From an optimization exercise on the open Yosys and OpenROAD flow, aimed at small area and a short achievable clock period; shortcuts taken in it are not production practice. At most, simulation tests tie the RTL to the original design; equivalence was not proved. Power figures rest on the tool's default switching activity, not on a simulated workload.

Design frame_detect, start of the top module:
module frame_detect (
    input  wire         clk,
    input  wire         rst,           
    input  wire         in_valid,
    input  wire [15:0]  in_mag,
    output reg          msg_valid,
    output reg          msg_long,
    output wire [111:0] msg_data
);
For scale: roughly 380 flip-flops, about 130 I/O pins, roughly 18000 µm² of cells after synthesis.
make LEC_CHECK=0 ABC_AREA=1 CAP_MARGIN=20 CORE_MARGIN=2 CORE_UTILIZATION=40 CTS_BUF_LIST=sky130_fd_sc_hd__clkbuf_16 CTS_CLUSTER_DIAMETER=80 CTS_CLUSTER_SIZE=30 SETUP_SLACK_MARGIN=5 SLEW_MARGIN=20 finish   # period 10.0 ns
run.sh (not shown) runs the stock make flow with config.mk's settings and CLKGATE_MAP_FILE= SYNTH_SCRIPT=/design/flow/synth_recipe.tcl, a recipe that flattens the netlist after the stock synthesis.
==> next run, changes <==
==> flow/flow/run.sh (new file) <==
#!/bin/bash
set -euo pipefail
export BUFFER_PORTS_ARGS="-buffer_cell sky130_fd_sc_hd__buf_2"
export SETUP_SLACK_MARGIN=6.7
bash standard.sh > flow.log 2>&1
==> flow/standard.sh (new file) <==
#!/bin/bash
# synth_recipe.tcl (not shown) runs the flow's synth.tcl, then flattens the netlist and writes it again
# the make line also repeats each setting of config.mk as NAME=value (left out here)
make -C /OpenROAD-flow-scripts/flow DESIGN_CONFIG=/design/flow/config.mk WORK_HOME=/design/flow/orfs CLKGATE_MAP_FILE= SYNTH_SCRIPT=/design/flow/synth_recipe.tcl "${@:-finish}"
SETUP_SLACK_MARGIN = default   (was 5)
removed: flow/run.sh
After rerunning:
- The changed run finished with timing, DRC and antenna clean
- final area is about the same
- critical path depth is higher by 1
- power is higher by 0.77%
- first-iteration DRC count is lower by 7.7%
- die area does not change
- global-route usage is lower by 0.12 points
- wire length is higher by 0.50%
- via count is higher by 0.76%
- synthesized area is unchanged
==> next run, changes <==
--- a/flow/flow/run.sh
+++ b/flow/flow/run.sh
@@ -4 +4 @@
-export SETUP_SLACK_MARGIN=6.7
+export SETUP_SLACK_MARGIN=6.6
CORE_UTILIZATION = 50   (was 40)
CTS_CLUSTER_DIAMETER = 110   (was 80)
Result: The changed run completed without violations. Die area is lower by 20%. Sequential power barely changes. Count of clock-buffer cells in the layout falls by 8.
==> next run, changes <==
CTS_BUF_LIST = sky130_fd_sc_hd__clkbuf_16 sky130_fd_sc_hd__clkbuf_8   (was sky130_fd_sc_hd__clkbuf_16)
CTS_CLUSTER_DIAMETER = 80   (was 110)
Effect:
- cell count goes up by about 0.32%
- worst setup slack is about the same
- cell area goes up by 1.2%

---

## north
frame_detect, a different RTL version from the one above (not shown whole).
Size: roughly 350 flip-flops, ~130 I/O pins, about 18000 sq um of cells after synthesis.
clock: 10.0 ns
lec_check: 0
cap_margin: 20
core_margin: 2
core_utilization: 40
slew_margin: 20
Stock flow here: none of the scripts above is used.
north has completed all stages; timing, DRC and antenna checks passed.
diff inputs: north => south
==> flow/flow/run.sh (new file) <==
#!/bin/bash
# Standard ORFS layout (the standard.sh) with these changes:
#  - ports buffered with buf_2 instead of the resizer's default pick
#  - repair_timing aims for extra setup slack (it only upsizes/rebuffers)
set -euo pipefail
export BUFFER_PORTS_ARGS="-buffer_cell sky130_fd_sc_hd__buf_2"
export SETUP_SLACK_MARGIN=7
bash standard.sh > flow.log 2>&1
==> flow/standard.sh (new file) <==
#!/bin/bash
# synth_recipe.tcl (not shown) runs the flow's synth.tcl, then flattens the netlist and writes it again
# the make line also repeats each setting of config.mk as NAME=value (left out here)
make -C /OpenROAD-flow-scripts/flow DESIGN_CONFIG=/design/flow/config.mk WORK_HOME=/design/flow/orfs CLKGATE_MAP_FILE= SYNTH_SCRIPT=/design/flow/synth_recipe.tcl "${@:-finish}"
removed: flow/run.sh
==> comparison <==
- Worst setup slack (south over north): increase, 530 ps
- Compared with north, south shows final cell utilization of the core higher by 1.9 points.
- [compare] base=north new=south: total of plain and repair buffers excluding clock buffers rose 64, endpoint required time on the critical path saw little to no change, finished layout cell area grew by about 4%.
The following lists how east was set up differently from south:
-- flow/flow/run.sh --
<<< south, line 7
export SETUP_SLACK_MARGIN=7
bash standard.sh > flow.log 2>&1
>>> east, line 7
export SETUP_SLACK_MARGIN=7
export ABC_AREA=1
bash standard.sh > flow.log 2>&1
The run with more routed wire is south, not east.
Taking south as the reference, in east net count of the mapped netlist up 295, utilization has decreased, largest net degree at the start of global routing grew by 7.
Type of the setup path with the least slack: reg -> reg -> south, reg -> out -> east
Lower synthesized cell count among east and south: south
Relative to south, the share of the cycle needed by the critical path after routing of east is lower by 3.1 points.
east vs south: number of logic stages on the critical path including buffering down
Changes in west relative to east:
- putting ABC_CLOCK_PERIOD_IN_PS at 2500 where nothing was set
==> flow/run.sh (new file) <==
#!/bin/bash
# synth_recipe.tcl (not shown) runs the flow's synth.tcl, then flattens the netlist and writes it again
# the make line also repeats each setting of config.mk as NAME=value (left out here)
make -C /OpenROAD-flow-scripts/flow DESIGN_CONFIG=/design/flow/config.mk WORK_HOME=/design/flow/orfs CLKGATE_MAP_FILE= SYNTH_SCRIPT=/design/flow/synth_recipe.tcl finish
removed: flow/flow/run.sh
removed: flow/standard.sh
## What came out
west ended up with a lower post-route core utilization than east did.
west and east all finish clean.
Looking only at met3 usage in global routing, and setting everything else aside, the higher value of west and east goes to west.
Compared to east, the routing of west uses less wire.
On met1 routing resource usage after global routing, west tracks east almost exactly.
west: final critical-path setup slack is 840 ps lower than what east reported.
Post-layout total power, west vs east: down by a few percent
Taking east as the reference, in west area occupied by multi-input gates shows an increase of 24 sq um; synthesized cell count shows a reduction of 295; count of antenna-violating nets left after detailed routing shows no meaningful change.
No run of this note included a check of the RTL's function; only the layout flow was run.

---

Setup of run 3:
Another version of the RTL of frame_detect (not shown whole).
For scale: ~2,000 cells after synthesis, roughly 440 flip-flops, ~130 I/O pins.
Settings: LEC_CHECK=0, ABC_AREA=1, CAP_MARGIN=20, CORE_MARGIN=2, CORE_UTILIZATION=40, CTS_BUF_LIST=sky130_fd_sc_hd__clkbuf_16, CTS_CLUSTER_DIAMETER=80, CTS_CLUSTER_SIZE=30, SLEW_MARGIN=20; clock period 10.0 ns.
standard.sh (not shown) runs the stock make flow with config.mk's settings and CLKGATE_MAP_FILE= SYNTH_SCRIPT=/design/flow/synth_recipe.tcl, a recipe that flattens the netlist after the stock synthesis.
==> flow/flow/run.sh <==
#!/bin/bash
set -euo pipefail
export BUFFER_PORTS_ARGS="-buffer_cell sky130_fd_sc_hd__buf_2"
export SETUP_SLACK_MARGIN=6.85
bash standard.sh > flow.log 2>&1
#### Input delta (run 1 over run 3)
==> flow/flow/run.sh <==
#!/bin/bash
set -euo pipefail
export BUFFER_PORTS_ARGS="-buffer_cell sky130_fd_sc_hd__buf_2"
export SETUP_SLACK_MARGIN=6.6
bash standard.sh > flow.log 2>&1
--- outcome ---
- Lower power per cell area among run 3 and run 1: run 3
- Comparing the two runs side by side, run 1 comes out ahead of run 3 on via count.
- Number of global-route vias before repair (higher): run 3
- Proportion of cell area occupied by multi-input gates in run 1 vs run 3: up 0.38 points
- Higher amount of wire on met3 after detailed routing goes to run 3 over run 1.
Function was not checked in any run of this note: the RTL went through the layout flow alone.

## separate check: timing with driven ports
No port has a modelled driver above. Below, the same layouts with a new extraction and two added sets of constraints.
Step 1: set_driving_cell puts a clkbuf_16 on clk and a buf_2 on each other input, an assumption about the parent block.
Step 2, shift: input delay + t, output delay - t, t = (earliest + latest rising clock arrival at the registers) / 2. This alone moves slack from input paths to output paths.
a / b / c = no drivers / after step 1 / after step 2; a / b = the first two.
run	t (ns)	setup slack, ns	clock arrival spread, ns
the first run of note 1	0.611	5.988 / 5.934 / 6.544	0.025 / 0.025
the second run of note 1	0.613	6.682 / 6.627 / 6.882	0.032 / 0.032
the third run of note 1	0.570	6.689 / 6.639 / 6.770	0.023 / 0.023
the fourth run of note 1	0.589	6.688 / 6.640 / 6.768	0.027 / 0.027
north	0.597	5.657 / 5.657 / 5.657	0.023 / 0.023
south	0.601	6.188 / 6.188 / 6.188	0.024 / 0.023
east	0.593	6.498 / 6.448 / 6.550	0.032 / 0.032
west	0.597	5.657 / 5.657 / 5.657	0.023 / 0.023
run 3	0.647	6.785 / 6.728 / 7.127	0.038 / 0.037
run 1	0.643	6.775 / 6.719 / 7.208	0.025 / 0.026
After both steps setup and hold are still met in every run listed.
